From an optimization exercise on the open Yosys and OpenROAD flow, aimed at small area, a short achievable clock period and few clock cycles per item; shortcuts taken in it are not production practice. In this exercise RTL edits were held to simulation tests only and were not proved equivalent to the original. Power is estimated from default activity; no workload was simulated.

`flow/design.v`:
```
module fs32_aoi222 (
    input  wire a0, a1, b0, b1, c0, c1,
    output wire y
);
    assign y = ~((a0 & a1) | (b0 & b1) | (c0 & c1));
endmodule
module fs32_aoi22 (
    input  wire a0, a1, b0, b1,
    output wire y
);
    assign y = ~((a0 & a1) | (b0 & b1));
endmodule
module fs32_ao22 (
    input  wire a0, a1, b0, b1,
    output wire y
);
    assign y = (a0 & a1) | (b0 & b1);
endmodule
module fs32_aoi221 (
    input  wire a0, a1, b0, b1, c,
    output wire y
);
    assign y = ~((a0 & a1) | (b0 & b1) | c);
endmodule
module fs32_stage_n #(
    parameter integer S  = 1,
    parameter integer NI = 0
) (
    input  wire [31:0] x,
    input  wire        keep,
    input  wire        left,
    input  wire        right,
    output wire [31:0] y
);
    genvar i;
    generate
        for (i = 0; i < 32; i = i + 1) begin : g_bit
            if (i >= S && i + S <= 31) begin : g_lr
                fs32_aoi222 u (.a0(keep), .a1(x[i]), .b0(left), .b1(x[i-S]),
                               .c0(right), .c1(x[i+S]), .y(y[i]));
            end else if (i >= S) begin : g_l
                if (NI) begin : g_1
                    fs32_aoi221 u (.a0(keep), .a1(x[i]), .b0(left),
                                   .b1(x[i-S]), .c(right), .y(y[i]));
                end else begin : g_0
                    fs32_aoi22 u (.a0(keep), .a1(x[i]), .b0(left),
                                  .b1(x[i-S]), .y(y[i]));
                end
            end else begin : g_r
                if (NI) begin : g_1
                    fs32_aoi221 u (.a0(keep), .a1(x[i]), .b0(right),
                                   .b1(x[i+S]), .c(left), .y(y[i]));
                end else begin : g_0
                    fs32_aoi22 u (.a0(keep), .a1(x[i]), .b0(right),
                                  .b1(x[i+S]), .y(y[i]));
                end
            end
        end
    endgenerate
endmodule
module fs32_stage16 (
    input  wire [31:0] x,
    input  wire        keep,
    input  wire        left,
    input  wire        right,
    output wire [31:0] y
);
    genvar i;
    generate
        for (i = 0; i < 32; i = i + 1) begin : g_bit
            if (i >= 16) begin : g_l
                fs32_ao22 u (.a0(keep), .a1(x[i]), .b0(left), .b1(x[i-16]),
                             .y(y[i]));
            end else begin : g_r
                fs32_ao22 u (.a0(keep), .a1(x[i]), .b0(right), .b1(x[i+16]),
                             .y(y[i]));
            end
        end
    endgenerate
endmodule
module fs32_coarse (
    input  wire [31:0] x,
    input  wire        dir,    
    input  wire [2:0]  d,      
    output wire [31:0] y
);
    wire [31:0] y16, y8n;
    fs32_stage16 u_s16 (
        .x(x), .keep(~d[2]), .left(~dir & d[2]), .right(dir & d[2]), .y(y16));
    fs32_stage_n #(.S(8)) u_s8 (
        .x(y16), .keep(~d[1]), .left(~dir & d[1]), .right(dir & d[1]), .y(y8n));
    fs32_stage_n #(.S(4), .NI(1)) u_s4 (
        .x(y8n), .keep(~d[0]), .left(~dir & d[0]), .right(dir & d[0]), .y(y));
endmodule
module fs32_fine (
    input  wire [31:0] x,
    input  wire [5:0]  sel,
    output wire [31:0] y
);
    wire [31:0] y2n;
    fs32_stage_n #(.S(2)) u_s2 (
        .x(x), .keep(sel[5]), .left(sel[4]), .right(sel[3]), .y(y2n));
    fs32_stage_n #(.S(1), .NI(1)) u_s1 (
        .x(y2n), .keep(sel[2]), .left(sel[1]), .right(sel[0]), .y(y));
endmodule
module fs32 (
    input  wire        clk,
    input  wire        rst,
    input  wire        req_valid,
    output wire        req_ready,
    input  wire [15:0] req_cmd,
    input  wire [31:0] req_value,
    input  wire [7:0]  req_dist,
    output wire        rsp_valid,
    input  wire        rsp_ready,
    output wire [31:0] rsp_value,
    output wire [1:0]  rsp_err
);
    reg        busy;     
    reg [31:0] w;        
    reg [5:0]  fsel;     
    reg        errl;
    wire [5:0] cmd_rsv  = req_cmd[15:10];
    wire       cmd_src  = req_cmd[9];
    wire       cmd_dir  = req_cmd[8];
    wire [7:0] cmd_dist = req_cmd[7:0];
    wire illegal = (cmd_rsv != 6'd0) || (cmd_src && (cmd_dist != 8'd0));
    wire [7:0] shamt = cmd_dist | (req_dist & {8{cmd_src}});
    wire       zero  = illegal || (shamt[7:5] != 3'd0);
    wire [31:0] coarse;
    fs32_coarse u_coarse (
        .x(req_value), .dir(cmd_dir), .d(shamt[4:2]), .y(coarse));
    wire [5:0] fsel_d = {
        ~zero & ~shamt[1], ~zero & ~cmd_dir & shamt[1], ~zero & cmd_dir & shamt[1],
        ~shamt[0], ~cmd_dir & shamt[0], cmd_dir & shamt[0]
    };
    always @(posedge clk) begin
        if (rst)
            busy <= 1'b0;
        else if (busy)
            busy <= ~rsp_ready;
        else
            busy <= req_valid;
        if (!busy) begin
            w    <= coarse;
            fsel <= fsel_d;
            errl <= illegal;
        end
    end
    fs32_fine u_fine (.x(w), .sel(fsel), .y(rsp_value));
    assign req_ready = ~busy;
    assign rsp_valid = busy;
    assign rsp_err   = {1'b0, errl};
endmodule
```
`flow/run.sh`:
```
#!/bin/bash
# synth_recipe.tcl (not shown) runs the flow's synth.tcl, then flattens the netlist and writes it again
# the make line also repeats each setting of config.mk as NAME=value (left out here)
make -C /OpenROAD-flow-scripts/flow DESIGN_CONFIG=/design/flow/config.mk WORK_HOME=/design/flow/orfs CLKGATE_MAP_FILE= SYNTH_SCRIPT=/design/flow/synth_recipe.tcl finish
```
`flow/config.mk`:
```
export PLATFORM = sky130hd
export DESIGN_NAME = fs32
export DESIGN_NICKNAME = fs32
export VERILOG_FILES = /design/flow/design.v
export SDC_FILE = /design/flow/constraint.sdc
export NUM_CORES = 4
export LEC_CHECK = 0
export CAP_MARGIN = 20
export CORE_MARGIN = 2
export CORE_UTILIZATION = 40
export SETUP_SLACK_MARGIN = 1
export SLEW_MARGIN = 20
export SYNTH_HIERARCHICAL = 1
```
`flow/constraint.sdc`:
```
create_clock -name core_clock -period 4.0 [get_ports {clk}]
set_input_delay 0.8000 -clock core_clock [delete_from_list [all_inputs] [get_ports {clk}]]
set_output_delay 0.8000 -clock core_clock [all_outputs]
set_load 0.01 [all_outputs]
```
==> results of run 1 <==
-- cell usage after synthesis, types with 3 or more instances --
library cell,count,area (µm²)
a21o_1,3,22.5
a21oi_1,3,15.0
a221oi_2,10,150
a222oi_1,98,981
a22o_1,32,280
a22oi_2,20,250
and2_1,3,18.8
edfxtp_1,39,1170
inv_1,5,18.8
nor2_1,7,26.3
nor2b_1,5,31.3
nor4_1,4,25.0
-- layout make-up --
type	count	area, µm²
inverters	5	22.5
clock buffers	5	68.8
flip-flops and latches	40	1190
clock inverters	3	90.1
well taps	102	128
fillers	659	2870
repair buffers	143	1360
repair inverters	1	7.51
multi-input cells	195	1870
-- through the flow --
stage	util (%)	hold slack, ps	total power [mW]	cell area [µm²]	std cells
2_1_floorplan	-	642	0.904	3090	242
3_3_place_gp	55.7	607	1.17	4240	448
3_5_place_dp	55.7	611	1.18	4240	448
4_1_cts	59.7	636	1.65	4540	471
5_1_grt	62.3	700	1.78	4740	494
6_report	62.3	632	1.70	4740	494
-- worst max-delay path, cell delays in order, from the launching register on --
cell             delay [ps]
edfxtp_1                430
buf_4                   210
a222oi_1                540
a222oi_1                200
clkdlybuf4s50_1         510
-- sequential cells by signal, summed over array words and instances (netlist names) --
register,cells
busy,1
errl,1
fsel,6
w,32
-- cells by family after synthesis --
group / Yosys count / synth area share (%)
AO/OA/AOI/OAI: 168 / 55.5
flip-flops: 40 / 38.6
AND/OR/NAND/NOR: 26 / 4.74
buffers and inverters: 7 / 1.09
other: 1 / 0.121
-- worst max-delay path by stage --
stage | from | to | slack [ps]
6_report | fsel[5] | rsp_value[21] | 1020
5_1_grt | fsel[5] | rsp_value[10] | 940
4_1_cts | req_cmd[9] | w[20] | 1010
3_5_place_dp | req_cmd[9] | w[20] | 550
3_3_place_gp | req_cmd[9] | w[20] | 560
2_1_floorplan | req_dist[3] | w[10] | 1250
-- per-module statistics from Yosys, one instance, submodules excluded, a selection --
module	cells	cell area (µm²)
fs32	73	1380
fs32_ao22	1	8.76
fs32_aoi22	1	12.5
fs32_aoi221	1	15.0
fs32_aoi222	1	10.0
fs32_coarse	9	48.8
-- where the power goes --
group | internal (mW) | total [mW] | switching (mW)
combinational | 0.357 | 0.660 | 0.303
clock | 0.312 | 0.444 | 0.132
sequential | 0.532 | 0.592 | 0.0604
total | 1.20 | 1.70 | 0.495
-- metal layers --
layer | vias up | part of all wire (%)
li1 | 1603 | -
met2 | 181 | 47
met4 | 0 | 0.75
met3 | 5 | 6.3
met5 | - | 0
met1 | 1669 | 46
-- timing repair --
item	in CTS	in global routing
gates cloned	1	0
pin swaps	8	26
hold buffers	0	0
endpoints found under the setup margin	50	54
buffers inserted	14	23
hold endpoints to repair	0	0
resized for setup	4	7
==> impl_metrics.py, run 1 <==
metrics = {
    "outcome": {
        "outcome": "finished clean",
    },
    "global_route": {
        "grt_pass1_wl_mm": 14.8,
        "met3_usage_pct": 1.81,
        "grt_pass1_vias": 2832,
        "grt_use_total_pct": 21.5,
        "busiest_layer": "met1",
        "grt_max_degree": 41,
        "gr-usage-met2_pct": 33.0,
        "antenna_found_initial": 0,
        "globalRouteMet1Util_pct": 33.2,
        "grt_overflow": 0,
    },
    "clock_network": {
        "clk_pin_slew_worst_paths_ps": 70,
        "clk_latency_ps": 280,
        "cts_max_level": 2,
        "cts_buffer_depth": 2,
        "cts-root-buf": "clkbuf_8",
        "cts_made_buffers": 5,
        "clock_sinks": 40,
        "cts_tree": "built",
    },
    "layout": {
        "drive_gt1_share_pct": 24.2,
        "final_common_cell": "a222oi_1",
        "area_delta_synth_final_pct": 53.3,
        "diodes": 0,
        "final_nets": 451,
        "final_cell_mix": "a222oi_1 (98), clkdlybuf4s50_1 (90), buf_4 (43)",
    },
    "floorplanning": {
        "placement_rows": 32,
        "die_h_um": 91.9,
        "io_pins": 96,
        "start_util_pct": 40.6,
        "die_w_um": 91.9,
        "die-area_um2": 8440,
        "core_um2": 7610,
    },
    "yosys": {
        "seq_area_frac_synth_pct": 38.6,
        "synth_cell_types": 22,
        "synth_edf_count": 39,
        "syn_inst": 242,
        "synthArstFlopShare_pct": 0,
        "synthFlopType": "edfxtp_1",
        "syn_nets": 302,
        "ys_ff_latch": 40,
        "avgSynthCellArea_um2": 12.8,
        "synth_area_um2": 3090,
        "yosysWarningCount": 7,
    },
    "detailed_routing": {
        "detail-route-antenna-nets": 0,
        "via_per_inst": 7.00,
        "drc_errors": 0,
        "via_count": 3458,
        "wl_per_cell_um": 19.6,
        "drt_iter0_drc": 599,
        "drt_first_pass_iters": 14,
        "drt-total-wl_mm": 9.67,
    },
    "power_and_ir_drop": {
        "vdd_drop_max_uv": 205,
        "leakage_nw": 1.63,
        "power.density_nw_per_um2": 358,
    },
    "setup_path": {
        "worst-setup-path-type": "reg2out",
        "crit_path_max_fanout": 15,
        "arrival_ps": 2180,
        "r2r_end": "w[19]",
        "required_ps": 3200,
        "timing.rr.start": "busy",
        "r2r_slack_ps": 2840,
        "end_kind": "primary output",
        "r2r_cells": 2,
        "cp-start-kind": "flip-flop",
    },
    "worst_hold_path": {
        "holdCritStartpoint": "busy",
        "hold_path_class": "reg2reg",
        "min_to": "busy",
        "whs_path_depth": 3,
    },
    "sta": {
        "maxSlewHeadroom_pct": 36.7,
        "max_freq_ghz": 0.336,
        "rsz0062_at_grt": "yes",
        "fin_setup_tns_ps": 0,
        "fin_skew_ps": 2.24,
        "worst_slew_pin_slew_ps": 948,
        "finalWorstSetupSlack_ps": 1020,
        "drv_slew": 0,
        "fin_crit_sh_pct": 74.4,
        "hold_viol_final": 0,
        "min_period_ps": 2980,
        "finalSetupViolCount": 0,
    },
    "place": {
        "dp_hpwl_mm": 6.57,
        "pre_cts_slack_ps": 551,
        "gp_congestion": 0.806,
        "portBuffers": 94,
    },
    "flow_run": {
        "maxCapViolations": 0,
    },
}
Testbench counts, summed over its fixed seeds: cycles 9,600, items 4,800.
==> run 2, diff against run 1 <==
==> flow/flow/run.sh (new file) <==
#!/bin/bash
set -o pipefail
bash standard.sh "BUFFER_PORTS_ARGS=-buffer_cell sky130_fd_sc_hd__buf_1" finish > standard.log 2>&1
==> flow/standard.sh (new file) <==
#!/bin/bash
# synth_recipe.tcl (not shown) runs the flow's synth.tcl, then flattens the netlist and writes it again
# the make line also repeats each setting of config.mk as NAME=value (left out here)
make -C /OpenROAD-flow-scripts/flow DESIGN_CONFIG=/design/flow/config.mk WORK_HOME=/design/flow/orfs CLKGATE_MAP_FILE= SYNTH_SCRIPT=/design/flow/synth_recipe.tcl "${@:-finish}"
removed: flow/run.sh
==> impl_metrics.py, run 2 <==
metrics = {
    "outcome": {
        "outcome": "finished clean",
    },
    "yosys": {
        "yosysMostFrequentCell": "a222oi_1",
        "synth_area_um2": 3090,
        "syn_nets": 302,
        "syn_inst": 242,
        "synth_top_cell_by_area": "edfxtp_1",
        "avgSynthCellArea_um2": 12.8,
        "synthFlopType": "edfxtp_1",
        "synth_area_leaders": "edfxtp_1 (38%), a222oi_1 (32%), a22o_1 (9.1%), a22oi_2 (8.1%), a221oi_2 (4.9%)",
        "seq_area_frac_synth_pct": 38.6,
        "synth_edf_count": 39,
        "synth_cell_types": 22,
        "synth_common_cells": "a222oi_1 (98), edfxtp_1 (39), a22o_1 (32)",
        "synth_top_area_share_pct": 37.9,
        "yosysWarningCount": 7,
        "synthArstFlopShare_pct": 0,
        "ys_ff_latch": 40,
    },
    "detailed_routing": {
        "via_count": 3240,
        "drt_iter0_drc": 651,
        "wl_per_cell_um": 19.5,
        "drt-total-wl_mm": 8.95,
        "via_per_inst": 7.06,
        "drt_first_pass_iters": 7,
        "detail-route-antenna-nets": 0,
        "drc_errors": 0,
    },
    "sta": {
        "rsz0062_at_grt": "no",
        "holdWs_ps": 642,
        "maxSlewHeadroom_pct": 27.8,
        "fin_crit_sh_pct": 72.6,
        "min_period_ps": 2900,
        "fin_setup_tns_ps": 0,
        "finalSetupViolCount": 0,
        "fin_skew_ps": 5.47,
        "hold_viol_final": 0,
        "drv_slew": 0,
        "max_freq_ghz": 0.344,
        "worst_slew_pin_slew_ps": 1080,
    },
    "layout": {
        "final_nets": 416,
        "diodes": 0,
        "fill_cells": 725,
        "top_register": "w",
        "final_common_cell": "a222oi_1",
        "final_cell_mix": "a222oi_1 (98), buf_1 (94), edfxtp_1 (39)",
        "area_delta_synth_final_pct": 22.4,
        "reg.largest.list": "w: 32 flops, fsel: 6 flops",
        "drive_gt1_share_pct": 15.4,
        "largest_reg_flops": 32,
    },
    "power_and_ir_drop": {
        "internal_power_mw": 0.851,
        "power.density_nw_per_um2": 351,
        "leakage_nw": 1.14,
        "comb_power_share_pct": 35.1,
        "vdd_drop_max_uv": 154,
        "switching_share_pct": 36.0,
        "pwr-share-clk_pct": 19.1,
        "pwr-share-seq_pct": 45.8,
        "switchingPower_mw": 0.478,
    },
    "clock_network": {
        "clock_sinks": 40,
        "cts_buffer_depth": 2,
        "cts_max_level": 2,
        "cts_made_buffers": 5,
        "cts-root-buf": "clkbuf_8",
        "cts_tree": "built",
        "ctsHoldBuffers": 0,
        "clk_pin_slew_worst_paths_ps": 80,
        "clk_latency_ps": 280,
    },
    "setup_path": {
        "required_ps": 3200,
        "end_kind": "primary output",
        "worst-setup-path-type": "reg2out",
        "crit_path_max_fanout": 16,
        "cp-start-kind": "flip-flop",
        "arrival_ps": 2100,
        "timing.rr.start": "busy",
        "critPathLaunch": "fsel[3]",
    },
    "global_route": {
        "antenna_found_initial": 0,
        "grt_pass1_vias": 2870,
        "grt_max_degree": 41,
        "grt_pass1_wl_mm": 14.3,
        "grt_use_total_pct": 20.4,
        "grt_overflow": 0,
    },
    "floorplanning": {
        "die_w_um": 91.9,
        "die-area_um2": 8440,
        "placement_rows": 32,
        "die_h_um": 91.9,
        "io_pins": 96,
        "start_util_pct": 40.6,
        "core_um2": 7610,
    },
    "place": {
        "portBuffers": 94,
        "gp_congestion": 0.848,
        "dp_hpwl_mm": 6.38,
    },
    "flow_run": {
        "maxCapViolations": 0,
    },
    "worst_hold_path": {
        "hold_path_class": "reg2reg",
        "holdCritStartpoint": "busy",
    },
}
-- run 2: cell counts after synthesis --
Identical to the previous run, type by type.
-- run 2: path summary, 6_finish.rpt --
check,endpoint,slack [ps],cells past startpoint
setup / recovery,rsp_value[5],1100,4
hold / removal,busy,640,3
setup reg to reg,w[7],2810,2
hold reg to reg,busy,640,3
-- run 2: timing repair --
| action | in CTS | in global routing |
|---|---|---|
| pin swaps | 0 | 1 |
| gates cloned | 0 | 0 |
| setup buffers | 1 | 4 |
| resized for setup | 0 | 0 |
| setup endpoints to repair | 15 | 29 |
-- run 2: power groups by stage --
| stage | clock network (mW) | logic (mW) | registers, mW |
|---|---|---|---|
| final | 0.254 | 0.466 | 0.608 |
| after global routing | 0.282 | 0.509 | 0.617 |
| after CTS | 0.261 | 0.448 | 0.611 |
| after detailed placement | 0 | 0.441 | 0.623 |
| after global placement | 0 | 0.437 | 0.621 |
| after floorplan | 0 | 0.308 | 0.596 |
-- run 2: routing by layer --
layer  track usage, %  share of wire, %  vias up
met5                0                 0        -
met1             31.7                49     1566
met4             4.23              0.48        0
met3             1.64               6.3        2
met2             31.1                44      138
li1                 -                 -     1534
-- run 2: modules after synthesis, one instance, submodules excluded, a selection --
module | times used | flops+latches | cells inside | area (µm²)
fs32_coarse | 1 | 0 | 9 | 48.8
fs32_aoi221 | 10 | 0 | 1 | 15.0
fs32_aoi222 | 98 | 0 | 1 | 10.0
fs32_aoi22 | 20 | 0 | 1 | 12.5
fs32_ao22 | 32 | 0 | 1 | 8.76
fs32 | 1 | 40 | 73 | 1380
-- run 2: through the flow --
stage               total power, mW  util [%]  cell area (µm²)  std cells  worst slack (ps)
floorplan                     0.904         -             3090        242              1250
global placement               1.06      47.7             3630        446              1000
detailed placement             1.06      47.7             3630        446               952
CTS                            1.32      49.0             3730        455              1040
global route                   1.41      49.7             3780        459              1020
finish                         1.33      49.7             3780        459              1100
-- run 2: kinds of logic (layout without fill, tap and decap cells) --
logic type      Yosys count  count (layout)  share of synthesized area [%]
simple gates             26              26                           4.74
compound gates          168             168                           55.5
other cells               1               1                          0.121
flops                    40              40                           38.6
buf+inv                   7             122                           1.09
-- run 2: final cells by class --
class,instances,area [µm²],share of cell area [%]
Clock inverter,3,18.8,0.496
Timing Repair Buffer,109,489,12.9
Clock buffer,5,68.8,1.82
Tap cell,102,128,3.38
Inverter,5,18.8,0.496
Sequential cell,40,1190,31.5
Multi-Input combinational cell,195,1870,49.4
-- run 2: worst max-delay path, cell delays in order (launching register included) --
cell      delay [ps]
edfxtp_1         640
buf_6            270
a222oi_1         530
a222oi_1         210
buf_1            180
==> run 3, diff against run 2 <==
--- a/flow/design.v
+++ b/flow/design.v
@@ -21,6 +21,30 @@
     output wire y
 );
     assign y = ~((a0 & a1) | (b0 & b1) | c);
+endmodule
+module fs32_seldec (
+    input  wire k,       
+    input  wire src,     
+    input  wire r,       
+    input  wire dir,
+    output wire keep,
+    output wire left,
+    output wire right
+);
+    wire sh = k | (src & r);
+    assign keep  = ~sh;
+    assign left  = ~dir & sh;
+    assign right = dir & sh;
+endmodule
+module fs32_hold #(
+    parameter integer W = 1
+) (
+    input  wire         h,
+    input  wire [W-1:0] d,
+    input  wire [W-1:0] q,
+    output wire [W-1:0] y
+);
+    assign y = h ? q : d;
 endmodule
 module fs32_stage_n #(
     parameter integer S  = 1,
@@ -81,16 +105,26 @@
 module fs32_coarse (
     input  wire [31:0] x,
     input  wire        dir,    
-    input  wire [2:0]  d,      
+    input  wire        src,    
+    input  wire [2:0]  k,      
+    input  wire [2:0]  r,      
     output wire [31:0] y
 );
+    wire [2:0] keep, left, right;
+    genvar b;
+    generate
+        for (b = 0; b < 3; b = b + 1) begin : g_sel
+            fs32_seldec u_dec (.k(k[b]), .src(src), .r(r[b]), .dir(dir),
+                               .keep(keep[b]), .left(left[b]), .right(right[b]));
+        end
+    endgenerate
     wire [31:0] y16, y8n;
     fs32_stage16 u_s16 (
-        .x(x), .keep(~d[2]), .left(~dir & d[2]), .right(dir & d[2]), .y(y16));
+        .x(x), .keep(keep[2]), .left(left[2]), .right(right[2]), .y(y16));
     fs32_stage_n #(.S(8)) u_s8 (
-        .x(y16), .keep(~d[1]), .left(~dir & d[1]), .right(dir & d[1]), .y(y8n));
+        .x(y16), .keep(keep[1]), .left(left[1]), .right(right[1]), .y(y8n));
     fs32_stage_n #(.S(4), .NI(1)) u_s4 (
-        .x(y8n), .keep(~d[0]), .left(~dir & d[0]), .right(dir & d[0]), .y(y));
+        .x(y8n), .keep(keep[0]), .left(left[0]), .right(right[0]), .y(y));
 endmodule
 module fs32_fine (
     input  wire [31:0] x,
@@ -129,12 +163,16 @@
     wire       zero  = illegal || (shamt[7:5] != 3'd0);
     wire [31:0] coarse;
     fs32_coarse u_coarse (
-        .x(req_value), .dir(cmd_dir), .d(shamt[4:2]), .y(coarse));
+        .x(req_value), .dir(cmd_dir), .src(cmd_src), .k(cmd_dist[4:2]),
+        .r(req_dist[4:2]), .y(coarse));
     wire [5:0] fsel_d = {
         ~zero & ~shamt[1], ~zero & ~cmd_dir & shamt[1], ~zero & cmd_dir & shamt[1],
         ~shamt[0], ~cmd_dir & shamt[0], cmd_dir & shamt[0]
     };
+    wire [5:0] fsel_n;
+    fs32_hold #(.W(6)) u_fsel_hold (.h(busy), .d(fsel_d), .q(fsel), .y(fsel_n));
     always @(posedge clk) begin
+        fsel <= fsel_n;
         if (rst)
             busy <= 1'b0;
         else if (busy)
@@ -143,7 +181,6 @@
             busy <= req_valid;
         if (!busy) begin
             w    <= coarse;
-            fsel <= fsel_d;
             errl <= illegal;
         end
     end
==> flow/flow/run.sh (replaced) <==
#!/bin/bash
# The standard layout with two changes: the port buffers are buf_1 cells,
# and after floorplan every combinational cell starts at its smallest drive
# (flow/downsize.tcl), leaving the sizing to the timing repair.
set -o pipefail
bash standard.sh "BUFFER_PORTS_ARGS=-buffer_cell sky130_fd_sc_hd__buf_1" \
    "POST_FLOORPLAN_TCL=$PWD/flow/downsize.tcl" finish > standard.log 2>&1
==> flow/flow/downsize.tcl (new file) <==
# Start every combinational cell at its smallest drive strength; the timing
# repair that follows sizes up what the critical paths need.
set n 0
foreach inst [[ord::get_db_block] getInsts] {
  set m [[$inst getMaster] getName]
  if {![regexp {^(sky130_fd_sc_hd__[a-z0-9]+)_([0-9]+)$} $m -> base drv]} continue
  if {[regexp {df|dl|buf|inv|conb|tap|fill|decap} $base]} continue
  if {$drv <= 1} continue
  foreach d {0 1} {
    set cand ${base}_$d
    if {[get_lib_cells -quiet $cand] ne "" && $cand ne $m} {
      replace_cell [get_cells [$inst getName]] $cand
      incr n
      break
    }
  }
}
puts "downsize: replaced $n cells"
--- a/flow/config.mk
+++ b/flow/config.mk
@@ -8,6 +8,7 @@
 export CAP_MARGIN = 20
 export CORE_MARGIN = 2
 export CORE_UTILIZATION = 40
-export SETUP_SLACK_MARGIN = 1
+export SETUP_SLACK_MARGIN = 1.3
 export SLEW_MARGIN = 20
 export SYNTH_HIERARCHICAL = 1
+export TNS_END_PERCENT = 5
==> impl_metrics.py, run 3 <==
metrics = {
    "sta": {
        "fin_skew_ps": 1.80,
        "maxSlewHeadroom_pct": 34.2,
        "worst_slew_pin_slew_ps": 985,
        "holdWs_ps": 655,
        "hold_viol_final": 0,
        "fin_crit_sh_pct": 63.8,
        "max_freq_ghz": 0.392,
        "min_period_ps": 2550,
        "finalSetupViolCount": 0,
        "rsz0062_at_grt": "no",
        "drv_slew": 0,
        "fin_setup_tns_ps": 0,
    },
    "outcome": {
        "outcome": "finished clean",
    },
    "detailed_routing": {
        "drt-total-wl_mm": 8.76,
        "drt_iter0_drc": 682,
        "via_count": 3331,
        "drc_errors": 0,
        "detail-route-antenna-nets": 0,
        "drt_first_pass_iters": 7,
        "wl_per_cell_um": 18.8,
        "via_per_inst": 7.15,
    },
    "yosys": {
        "synth_area_um2": 3110,
        "avgSynthCellArea_um2": 12.6,
        "synthSimpleGateAreaFrac_pct": 4.27,
        "seq_area_frac_synth_pct": 36.4,
        "yosysWarningCount": 7,
        "synth_top_cell_by_area": "edfxtp_1",
        "synth_area_leaders": "edfxtp_1 (32%), a222oi_1 (32%), a22o_1 (9.0%), a22oi_2 (8.1%), a221oi_2 (4.8%)",
        "synthXorXnorAreaFrac_pct": 0,
        "synth_cell_types": 22,
        "yosysMostFrequentCell": "a222oi_1",
        "syn_nets": 306,
        "synth_top_area_share_pct": 31.9,
        "ys_ff_latch": 40,
        "synth_fa_ha_area_share_pct": 0,
        "synth_common_cells": "a222oi_1 (98), edfxtp_1 (33), a22o_1 (32)",
        "synthFlopType": "edfxtp_1",
        "synth_edf_count": 33,
        "syn_inst": 246,
        "synth_top_family_by_area": "compound AO/OA/AOI/OAI gates",
        "synthMuxAreaShare_pct": 2.90,
        "synthArstFlopShare_pct": 0,
        "synth_compound_area_share_pct": 55.2,
    },
    "place": {
        "dp_hpwl_mm": 6.23,
        "portBuffers": 94,
        "placed_area_um2": 3440,
        "gp_congestion": 0.792,
    },
    "setup_path": {
        "required_ps": 4010,
        "end_kind": "flip-flop",
        "worst-setup-path-type": "in2reg",
        "worst_path_most_repeated_cell": "a222oi_1",
        "cpPeakStageDelay_ps": 490,
        "arrival_ps": 2560,
        "crit_slowest_cell": "a222oi_1",
        "cp-start-kind": "input pin",
        "crit_path_max_fanout": 36,
        "cp_cell_sequence": "buf_1 > a21oi_2 > buf_6 > nor2b_2 > a22o_1 > a222oi_1 > a222oi_1",
    },
    "layout": {
        "final_cell_mix": "a222oi_1 (98), buf_1 (94), edfxtp_1 (33)",
        "diodes": 0,
        "final_common_cell": "a222oi_1",
        "area_delta_synth_final_pct": 18.1,
        "largest_reg_flops": 32,
        "reg.largest.list": "w: 32 flops, fsel: 6 flops",
        "fin_area_um2": 3670,
        "final_nets": 423,
        "drive_gt1_share_pct": 10.2,
        "top_register": "w",
    },
    "clock_network": {
        "clk_pin_slew_worst_paths_ps": 70,
        "cts_tree": "built",
        "cts_max_level": 2,
        "clk_latency_ps": 290,
        "ctsHoldBuffers": 0,
        "clock_sinks": 40,
        "cts_made_buffers": 5,
        "cts_buffer_depth": 2,
        "cts-root-buf": "clkbuf_8",
    },
    "flow_run": {
        "maxCapViolations": 0,
    },
    "power_and_ir_drop": {
        "power.density_nw_per_um2": 345,
        "vdd_drop_max_uv": 147,
        "leakage_nw": 1.11,
        "p_total_mw": 1.27,
    },
    "global_route": {
        "grt_pass1_vias": 2715,
        "grt_use_total_pct": 20.2,
        "grt_overflow": 0,
        "grt_pass1_wl_mm": 14.1,
        "grt_max_degree": 35,
        "antenna_found_initial": 0,
    },
    "floorplanning": {
        "start_util_pct": 40.9,
        "io_pins": 96,
        "die_h_um": 92.1,
        "die_w_um": 92.1,
        "placement_rows": 32,
        "die-area_um2": 8490,
        "core_um2": 7610,
    },
    "worst_hold_path": {
        "hold_path_class": "in2reg",
    },
}
-- run 3: changes by cell type after synthesis, sizes merged --
cell    delta
edfxtp     -6
and2       -3
mux2       +6
dfxtp      +6
a21o       -3
buf        +1
nor2       +3
inv        -3
a21oi      +3
-- run 3: cells by family (layout without fill, tap and decap cells) --
logic type             count (synthesis)  in the layout
AO/OA/AOI/OAI                        168            168
flip-flops                            40             40
AND/OR/NAND/NOR                       26             28
multiplexers                           6              6
buffers and inverters                  5            121
other                                  1              1
-- run 3: where the power goes --
part | internal (mW) | switching [mW] | total (mW)
combinational | 0.157 | 0.195 | 0.352
sequential | 0.518 | 0.0731 | 0.591
clock | 0.184 | 0.138 | 0.322
total | 0.859 | 0.406 | 1.27
-- run 3: worst paths after layout --
kind,from,endpoint,slack (ps),depth (start not counted)
worst min-delay path,rst,busy,650,2
worst min register to register,busy,fsel[2],690,1
worst max-delay path,req_cmd[9],w[8],1450,7
worst max register to register,busy,w[8],2720,2
-- run 3: layout make-up --
class                      instances  area, µm²
clock inverter                     3       42.5
sequential                        40       1140
multi-input combinational        203       1800
timing repair buffer             111        484
clock buffer                       5       68.8
tap                              102        128
inverter                           2       7.51
fill                             765       3940
-- run 3: stage by stage --
step | utilization (%) | worst slack, ps | cells
floorplan | - | 1310 | 246
global placement | 45.2 | 641 | 447
detailed placement | 45.2 | 622 | 447
CTS | 46.9 | 1360 | 455
global route | 48.2 | 1320 | 466
finish | 48.2 | 1450 | 466
-- run 3: timing repair --
item	4_1_cts	5_1_grt
endpoints found under the setup margin	64	48
buffers inserted	0	9
pin swaps	0	10
resized for setup	7	6
cloned	0	2
-- run 3: layer usage --
metal / up-vias / track usage, % / part of all wire (%)
li1: 1561 / - / -
met2: 137 / 29.0 / 44
met3: 6 / 2.63 / 6.5
met5: - / 0 / 0
met4: 0 / 4.85 / 0.92
met1: 1627 / 31.8 / 48
-- run 3: critical path, delay by kind of cell --
family,cells,cell delay [ps]
buffers and inverters,2,460
and+or+nand+nor,1,160
AOI/OAI and AO/OA,4,1130
-- run 3: modules after synthesis, one instance, submodules excluded, excerpt --
| module | flip-flops and latches | times used | area (µm²) | cells inside |
|---|---|---|---|---|
| fs32 | 40 | 1 | 1290 | 70 |
| fs32_seldec | 0 | 3 | 18.8 | 3 |
| fs32_aoi221 | 0 | 10 | 15.0 | 1 |
| fs32_aoi22 | 0 | 20 | 12.5 | 1 |
| fs32_aoi222 | 0 | 98 | 10.0 | 1 |
| fs32_ao22 | 0 | 32 | 8.76 | 1 |
Testbench counts of run 3, summed over its fixed seeds: cycles 9,600, items 4,800.
==> run 4, diff against run 3 <==
--- a/flow/design.v
+++ b/flow/design.v
@@ -35,6 +35,14 @@
     assign keep  = ~sh;
     assign left  = ~dir & sh;
     assign right = dir & sh;
+endmodule
+module fs32_holdbit (
+    input  wire nh,
+    input  wire q,
+    input  wire a,
+    output wire y
+);
+    assign y = (nh | q) & a;
 endmodule
 module fs32_hold #(
     parameter integer W = 1
@@ -108,6 +116,7 @@
     input  wire        src,    
     input  wire [2:0]  k,      
     input  wire [2:0]  r,      
+    input  wire        en,
     output wire [31:0] y
 );
     wire [2:0] keep, left, right;
@@ -124,7 +133,8 @@
     fs32_stage_n #(.S(8)) u_s8 (
         .x(y16), .keep(keep[1]), .left(left[1]), .right(right[1]), .y(y8n));
     fs32_stage_n #(.S(4), .NI(1)) u_s4 (
-        .x(y8n), .keep(keep[0]), .left(left[0]), .right(right[0]), .y(y));
+        .x(y8n), .keep(en & keep[0]), .left(en & left[0]),
+        .right(en & right[0]), .y(y));
 endmodule
 module fs32_fine (
     input  wire [31:0] x,
@@ -164,7 +174,14 @@
     wire [31:0] coarse;
     fs32_coarse u_coarse (
         .x(req_value), .dir(cmd_dir), .src(cmd_src), .k(cmd_dist[4:2]),
-        .r(req_dist[4:2]), .y(coarse));
+        .r(req_dist[4:2]), .en(~busy), .y(coarse));
+    wire [31:0] w_n;
+    genvar i;
+    generate
+        for (i = 0; i < 32; i = i + 1) begin : g_w
+            fs32_holdbit u_hold (.nh(~busy), .q(w[i]), .a(coarse[i]), .y(w_n[i]));
+        end
+    endgenerate
     wire [5:0] fsel_d = {
         ~zero & ~shamt[1], ~zero & ~cmd_dir & shamt[1], ~zero & cmd_dir & shamt[1],
         ~shamt[0], ~cmd_dir & shamt[0], cmd_dir & shamt[0]
@@ -173,6 +190,7 @@
     fs32_hold #(.W(6)) u_fsel_hold (.h(busy), .d(fsel_d), .q(fsel), .y(fsel_n));
     always @(posedge clk) begin
         fsel <= fsel_n;
+        w    <= w_n;
         if (rst)
             busy <= 1'b0;
         else if (busy)
@@ -180,7 +198,6 @@
         else
             busy <= req_valid;
         if (!busy) begin
-            w    <= coarse;
             errl <= illegal;
         end
     end
==> impl_metrics.py, run 4 <==
metrics = {
    "outcome": {
        "outcome": "finished clean",
    },
    "setup_path": {
        "worst-setup-path-type": "reg2out",
        "crit_path_max_fanout": 31,
        "timing.rr.start": "busy",
        "cpPeakStageDelay_ps": 680,
        "arrival_ps": 1860,
        "end_kind": "primary output",
        "required_ps": 3200,
        "crit_slowest_cell": "dfxtp_2",
        "cp-start-kind": "flip-flop",
        "critPathLaunch": "fsel[3]",
        "worst_path_most_repeated_cell": "a222oi_1",
        "cp_cell_sequence": "a222oi_1 > a222oi_1 > buf_1",
    },
    "detailed_routing": {
        "drt_first_pass_iters": 10,
        "via_per_inst": 7.22,
        "wl_per_cell_um": 18.6,
        "detail-route-antenna-nets": 0,
        "drt-total-wl_mm": 9.04,
        "via_count": 3501,
        "drc_errors": 0,
        "drt_iter0_drc": 706,
    },
    "floorplanning": {
        "placement_rows": 31,
        "die_h_um": 91.3,
        "die_w_um": 91.3,
        "io_pins": 96,
        "die-area_um2": 8330,
        "start_util_pct": 41.6,
        "core_um2": 7330,
    },
    "sta": {
        "fin_skew_ps": 3.15,
        "drv_slew": 0,
        "min_period_ps": 2660,
        "hold_viol_final": 0,
        "fin_crit_sh_pct": 66.5,
        "maxSlewHeadroom_pct": 29.0,
        "fin_setup_tns_ps": 0,
        "max_freq_ghz": 0.376,
        "worst_slew_pin_slew_ps": 1060,
        "holdWs_ps": 502,
        "finalSetupViolCount": 0,
        "rsz0062_at_grt": "yes",
    },
    "yosys": {
        "synth_top_area_share_pct": 32.2,
        "synth_cell_types": 24,
        "synth_area_leaders": "a222oi_1 (32%), dfxtp_1 (26%), a22o_1 (9.2%), a22oi_2 (8.2%), o21a_1 (7.9%)",
        "synth_common_cells": "a222oi_1 (98), dfxtp_1 (39), a22o_1 (32), o21a_1 (32), a22oi_2 (20)",
        "syn_inst": 281,
        "synth_area_um2": 3050,
        "synth_top_cell_by_area": "a222oi_1",
        "ys_ff_latch": 40,
        "avgSynthCellArea_um2": 10.8,
        "seq_area_frac_synth_pct": 26.6,
        "synth_edf_count": 1,
        "yosysWarningCount": 7,
        "synthArstFlopShare_pct": 0,
        "syn_nets": 341,
        "yosysMostFrequentCell": "a222oi_1",
        "synthFlopType": "dfxtp_1",
    },
    "clock_network": {
        "cts_tree": "built",
        "clock_sinks": 40,
        "clk_latency_ps": 290,
        "clk_pin_slew_worst_paths_ps": 70,
        "cts-root-buf": "clkbuf_8",
        "cts_buffer_depth": 2,
        "cts_made_buffers": 5,
        "cts_max_level": 2,
        "ctsHoldBuffers": 0,
    },
    "global_route": {
        "grt_pass1_vias": 2832,
        "grt_use_total_pct": 20.8,
        "grt_pass1_wl_mm": 14.5,
        "grt_max_degree": 35,
        "antenna_found_initial": 0,
        "grt_overflow": 0,
    },
    "layout": {
        "final_nets": 445,
        "largest_reg_flops": 32,
        "area_delta_synth_final_pct": 13.8,
        "top_register": "w",
        "reg.largest.list": "w: 32 flops, fsel: 6 flops",
        "final_cells": 485,
        "drive_gt1_share_pct": 5.70,
        "finalCoreUtilization_pct": 47.3,
        "diodes": 0,
        "fill_cells": 734,
        "final_cell_mix": "a222oi_1 (98), buf_1 (94), dfxtp_1 (35)",
        "final_common_cell": "a222oi_1",
    },
    "power_and_ir_drop": {
        "power.density_nw_per_um2": 352,
        "leakage_nw": 1.05,
        "vdd_drop_max_uv": 126,
    },
    "worst_hold_path": {
        "hold_path_class": "reg2reg",
        "holdCritStartpoint": "w[31]",
    },
    "place": {
        "dp_hpwl_mm": 6.48,
        "gp_congestion": 0.809,
        "portBuffers": 94,
        "post-place-cells": 476,
    },
    "flow_run": {
        "maxCapViolations": 0,
    },
}
## run 4: cell types whose count changed after synthesis, sizes merged
cell    change
o21a       +32
and2        +3
edfxtp     -32
dfxtp      +32
## run 4: final cells by class
| cell class | instances | area, µm² | share of cell area, % |
|---|---|---|---|
| Multi-Input combinational cell | 236 | 2030 | 58.5 |
| Sequential cell | 40 | 818 | 23.6 |
| Timing Repair Buffer | 100 | 398 | 11.5 |
| Tap cell | 99 | 124 | 3.57 |
| Clock buffer | 6 | 82.6 | 2.38 |
| Clock inverter | 2 | 10.0 | 0.289 |
| Inverter | 2 | 7.51 | 0.216 |
## run 4: modules after synthesis, one instance, submodules excluded, a selection
module / times used / area (µm²)
fs32: 1 / 968
fs32_coarse: 1 / 18.8
fs32_seldec: 3 / 18.8
fs32_aoi221: 10 / 15.0
fs32_aoi22: 20 / 12.5
fs32_aoi222: 98 / 10.0
fs32_ao22: 32 / 8.76
fs32_holdbit: 32 / 7.51
## run 4: logic make-up after synthesis
group | count (synthesis) | synth area share (%)
buf+inv | 5 | 1.11
compound gates | 200 | 64.2
simple gates | 29 | 4.97
mux | 6 | 2.96
other cells | 1 | 0.123
flops | 40 | 26.6
## run 4: path summary, 6_finish.rpt
| kind | endpoint | cells past startpoint | slack [ps] |
|---|---|---|---|
| setup / recovery | rsp_value[8] | 3 | 1340 |
| hold / removal | w[31] | 1 | 500 |
| setup reg to reg | w[12] | 4 | 1940 |
| hold reg to reg | w[31] | 1 | 500 |
## run 4: what timing repair did
item,CTS,global route
resized for setup,3,3
buffers inserted,0,1
pin swaps,0,1
setup endpoints to repair,56,38
## run 4: per-stage QoR
step / total power [mW] / worst slack [ps] / cell area, µm²
2_1_floorplan: 0.839 / 1310 / 3070
3_3_place_gp: 0.936 / 823 / 3350
3_5_place_dp: 0.945 / 851 / 3350
4_1_cts: 1.22 / 1140 / 3440
5_1_grt: 1.30 / 1260 / 3470
6_report: 1.22 / 1340 / 3470
## run 4: worst max-delay path, delay by kind of cell, from the launching register on
kind	cells	cell delay, ps
flip-flops	1	680
AO/OA/AOI/OAI	2	680
buffers and inverters	1	200
## run 4: power by group
part / leakage, nW / total [mW] / internal (mW) / switching (mW)
registers: 0.337 / 0.556 / 0.463 / 0.0928
clock network: 0.0510 / 0.274 / 0.138 / 0.137
logic: 0.664 / 0.391 / 0.180 / 0.210
total: 1.05 / 1.22 / 0.781 / 0.440
## run 4: per-layer routing
layer  vias to the layer above  part of all wire (%)  global-route usage, %
met1                      1691                    48                   32.9
met5                         -                     0                      0
met3                         8                   7.6                   2.07
met2                       156                    44                   30.4
met4                         0                  0.94                   4.17
li1                       1646                     -                      -
Testbench counts of run 4, summed over its fixed seeds: cycles 9,600, items 4,800.
==> run 5, diff against run 4 <==
--- a/flow/config.mk
+++ b/flow/config.mk
@@ -8,6 +8,7 @@
 export CAP_MARGIN = 20
 export CORE_MARGIN = 2
 export CORE_UTILIZATION = 40
+export CTS_BUF_LIST = sky130_fd_sc_hd__clkbuf_4
 export SETUP_SLACK_MARGIN = 1.3
 export SLEW_MARGIN = 20
 export SYNTH_HIERARCHICAL = 1
==> impl_metrics.py, run 5 <==
metrics = {
    "global_route": {
        "antenna_found_initial": 0,
        "grt_use_total_pct": 20.8,
        "grt_pass1_vias": 2830,
        "grt_overflow": 0,
        "grt_pass1_wl_mm": 14.4,
        "grt_max_degree": 35,
    },
    "layout": {
        "fill_cells": 741,
        "area_delta_synth_final_pct": 12.4,
        "multi_input_area_um2": 2020,
        "reg.largest.list": "w: 32 flops, fsel: 6 flops",
        "final_nets": 445,
        "final_cell_mix": "a222oi_1 (98), buf_1 (94), dfxtp_1 (34)",
        "diodes": 0,
        "top_register": "w",
        "drive_gt1_share_pct": 5.70,
        "final_common_cell": "a222oi_1",
        "largest_reg_flops": 32,
        "seq_area_um2": 825,
    },
    "sta": {
        "finalWorstSetupSlack_ps": 1390,
        "fin_setup_tns_ps": 0,
        "maxSlewHeadroom_pct": 30.2,
        "fin_crit_sh_pct": 65.2,
        "fin_skew_ps": 5.63,
        "hold_viol_final": 0,
        "worst_slew_pin_slew_ps": 1050,
        "finalSetupViolCount": 0,
        "drv_slew": 0,
        "min_period_ps": 2610,
        "rsz0062_at_grt": "yes",
        "max_freq_ghz": 0.383,
    },
    "setup_path": {
        "worst-setup-path-type": "reg2out",
        "end_kind": "primary output",
        "crit_path_max_fanout": 33,
        "required_ps": 3200,
        "arrival_ps": 1810,
        "r2r_slack_ps": 1940,
        "cp-start-kind": "flip-flop",
    },
    "outcome": {
        "outcome": "finished clean",
    },
    "floorplanning": {
        "io_pins": 96,
        "core_um2": 7330,
        "placement_rows": 31,
        "start_util_pct": 41.6,
        "die_w_um": 91.3,
        "die_h_um": 91.3,
        "die-area_um2": 8330,
    },
    "yosys": {
        "synth_cell_types": 24,
        "synthFlopType": "dfxtp_1",
        "yosysMostFrequentCell": "a222oi_1",
        "synthArstFlopShare_pct": 0,
        "ys_ff_latch": 40,
        "synth_edf_count": 1,
        "yosysWarningCount": 7,
        "synth_top_cell_by_area": "a222oi_1",
        "syn_inst": 281,
        "synth_area_um2": 3050,
        "seq_area_frac_synth_pct": 26.6,
        "synth_area_leaders": "a222oi_1 (32%), dfxtp_1 (26%), a22o_1 (9.2%), a22oi_2 (8.2%), o21a_1 (7.9%)",
        "synth_common_cells": "a222oi_1 (98), dfxtp_1 (39), a22o_1 (32), o21a_1 (32), a22oi_2 (20)",
        "syn_nets": 341,
        "synth_top_area_share_pct": 32.2,
        "avgSynthCellArea_um2": 10.8,
    },
    "power_and_ir_drop": {
        "power.density_nw_per_um2": 332,
        "p_total_mw": 1.14,
        "vdd_drop_max_uv": 154,
        "leakage_nw": 1.03,
    },
    "detailed_routing": {
        "drc_errors": 0,
        "detail-route-antenna-nets": 0,
        "drt_iter0_drc": 694,
        "drt-total-wl_mm": 8.99,
        "via_per_inst": 7.15,
        "via_count": 3466,
        "drt_first_pass_iters": 11,
        "wl_per_cell_um": 18.5,
    },
    "clock_network": {
        "cts_made_buffers": 5,
        "cts_tree": "built",
        "cts_buffer_depth": 2,
        "clk_pin_slew_worst_paths_ps": 110,
        "clk_latency_ps": 340,
        "cts_max_level": 2,
        "cts-root-buf": "clkbuf_4",
        "clock_sinks": 40,
    },
    "place": {
        "dp_hpwl_mm": 6.48,
        "pre_cts_slack_ps": 851,
        "portBuffers": 94,
        "gp_congestion": 0.809,
    },
    "flow_run": {
        "maxCapViolations": 0,
    },
    "worst_hold_path": {
        "hold_path_class": "reg2reg",
    },
}
-- run 5: routing by layer --
metal / part of all wire [%] / wire (µm) / GRT usage, %
met1: 49 / 4400 / 33.0
met2: 43 / 3860 / 30.5
met3: 7.6 / 681 / 1.91
met4: 0.52 / 47 / 4.17
met5: 0 / 0 / 0
-- run 5: worst max-delay path: stages (launching register included) --
cell and delay, ps:
dfxtp_4 460, a222oi_1 600, a222oi_1 220, buf_1 180
-- run 5: modules after synthesis (local to each module, per instance), a selection --
module        cell area [µm²]  cells
fs32_aoi22               12.5      1
fs32_aoi221              15.0      1
fs32                      968     70
fs32_coarse              18.8      3
fs32_aoi222              10.0      1
fs32_holdbit             7.51      1
fs32_ao22                8.76      1
fs32_seldec              18.8      3
-- run 5: final timing paths --
kind | from | end | cells after the start
hold / removal | w[31] | w[31] | 1
setup / recovery | fsel[5] | rsp_value[11] | 3
setup reg to reg | busy | w[23] | 4
hold reg to reg | w[31] | w[31] | 1
-- run 5: cell type report --
type / instances / area share, %
Multi-Input combinational cell: 236 / 59.0
Tap cell: 99 / 3.62
Clock buffer: 5 / 1.10
Clock inverter: 3 / 0.402
Inverter: 2 / 0.219
Timing Repair Buffer: 100 / 11.6
Sequential cell: 40 / 24.1
-- run 5: report_power, final --
group | leakage [nW] | internal, mW | switching (mW) | total [mW]
clock network | 0.0324 | 0.0646 | 0.129 | 0.194
logic | 0.659 | 0.178 | 0.208 | 0.386
registers | 0.338 | 0.462 | 0.0937 | 0.556
-- run 5: cells by family after synthesis --
kind of cell | Yosys count | synth area share [%]
other | 1 | 0.123
AND/OR/NAND/NOR | 29 | 4.97
multiplexers | 6 | 2.96
AO/OA/AOI/OAI | 200 | 64.2
buffers and inverters | 5 | 1.11
flip-flops | 40 | 26.6
-- run 5: through the flow --
stage	hold slack (ps)	util (%)	cells	area (µm²)
floorplan	480	-	281	3070
global placement	476	45.6	476	3350
detailed placement	486	45.6	476	3350
CTS	515	46.5	484	3410
global route	554	46.7	485	3420
finish	510	46.7	485	3420
-- run 5: timing repair --
action	in CTS	in global routing
hold endpoints to repair	0	0
buffers inserted	0	1
setup endpoints to repair	44	34
hold buffers	0	0
gates resized for setup	6	3
pin swaps	1	1

==> afterwards: timing with drivers on the ports <==
How much do the figures lean on ideal ports? The routed layouts below were timed once more, with nothing changed but the port constraints. Step 1 assumes that a clkbuf_16 drives the clock port and a buf_2 every other input. Step 2 adds t to the input delays and takes it off the output delays; t is the mean of the earliest and latest rising clock arrival at the registers after step 1. Input paths then give back, and output paths get back, about the clock's delay inside the block. a / b / c = no drivers / after step 1 / after step 2; a / b = the first two.
run	t (ns)	setup WS [ns]	slew at the worst register clock pin (ns)
run 1	0.307	1.023 / 0.995 / 0.845	0.07 / 0.07
run 2	0.304	1.095 / 1.067 / 0.835	0.08 / 0.08
run 3	0.317	1.447 / 1.457 / 1.140	0.08 / 0.08
run 4	0.313	1.340 / 1.314 / 1.122	0.08 / 0.08
run 5	0.364	1.390 / 1.367 / 1.089	0.12 / 0.12
After both steps setup and hold are still met in every run listed. For run 3, which loses most, drivers alone change the setup slack by +0.010 ns; drivers and shift together by -0.307 ns.
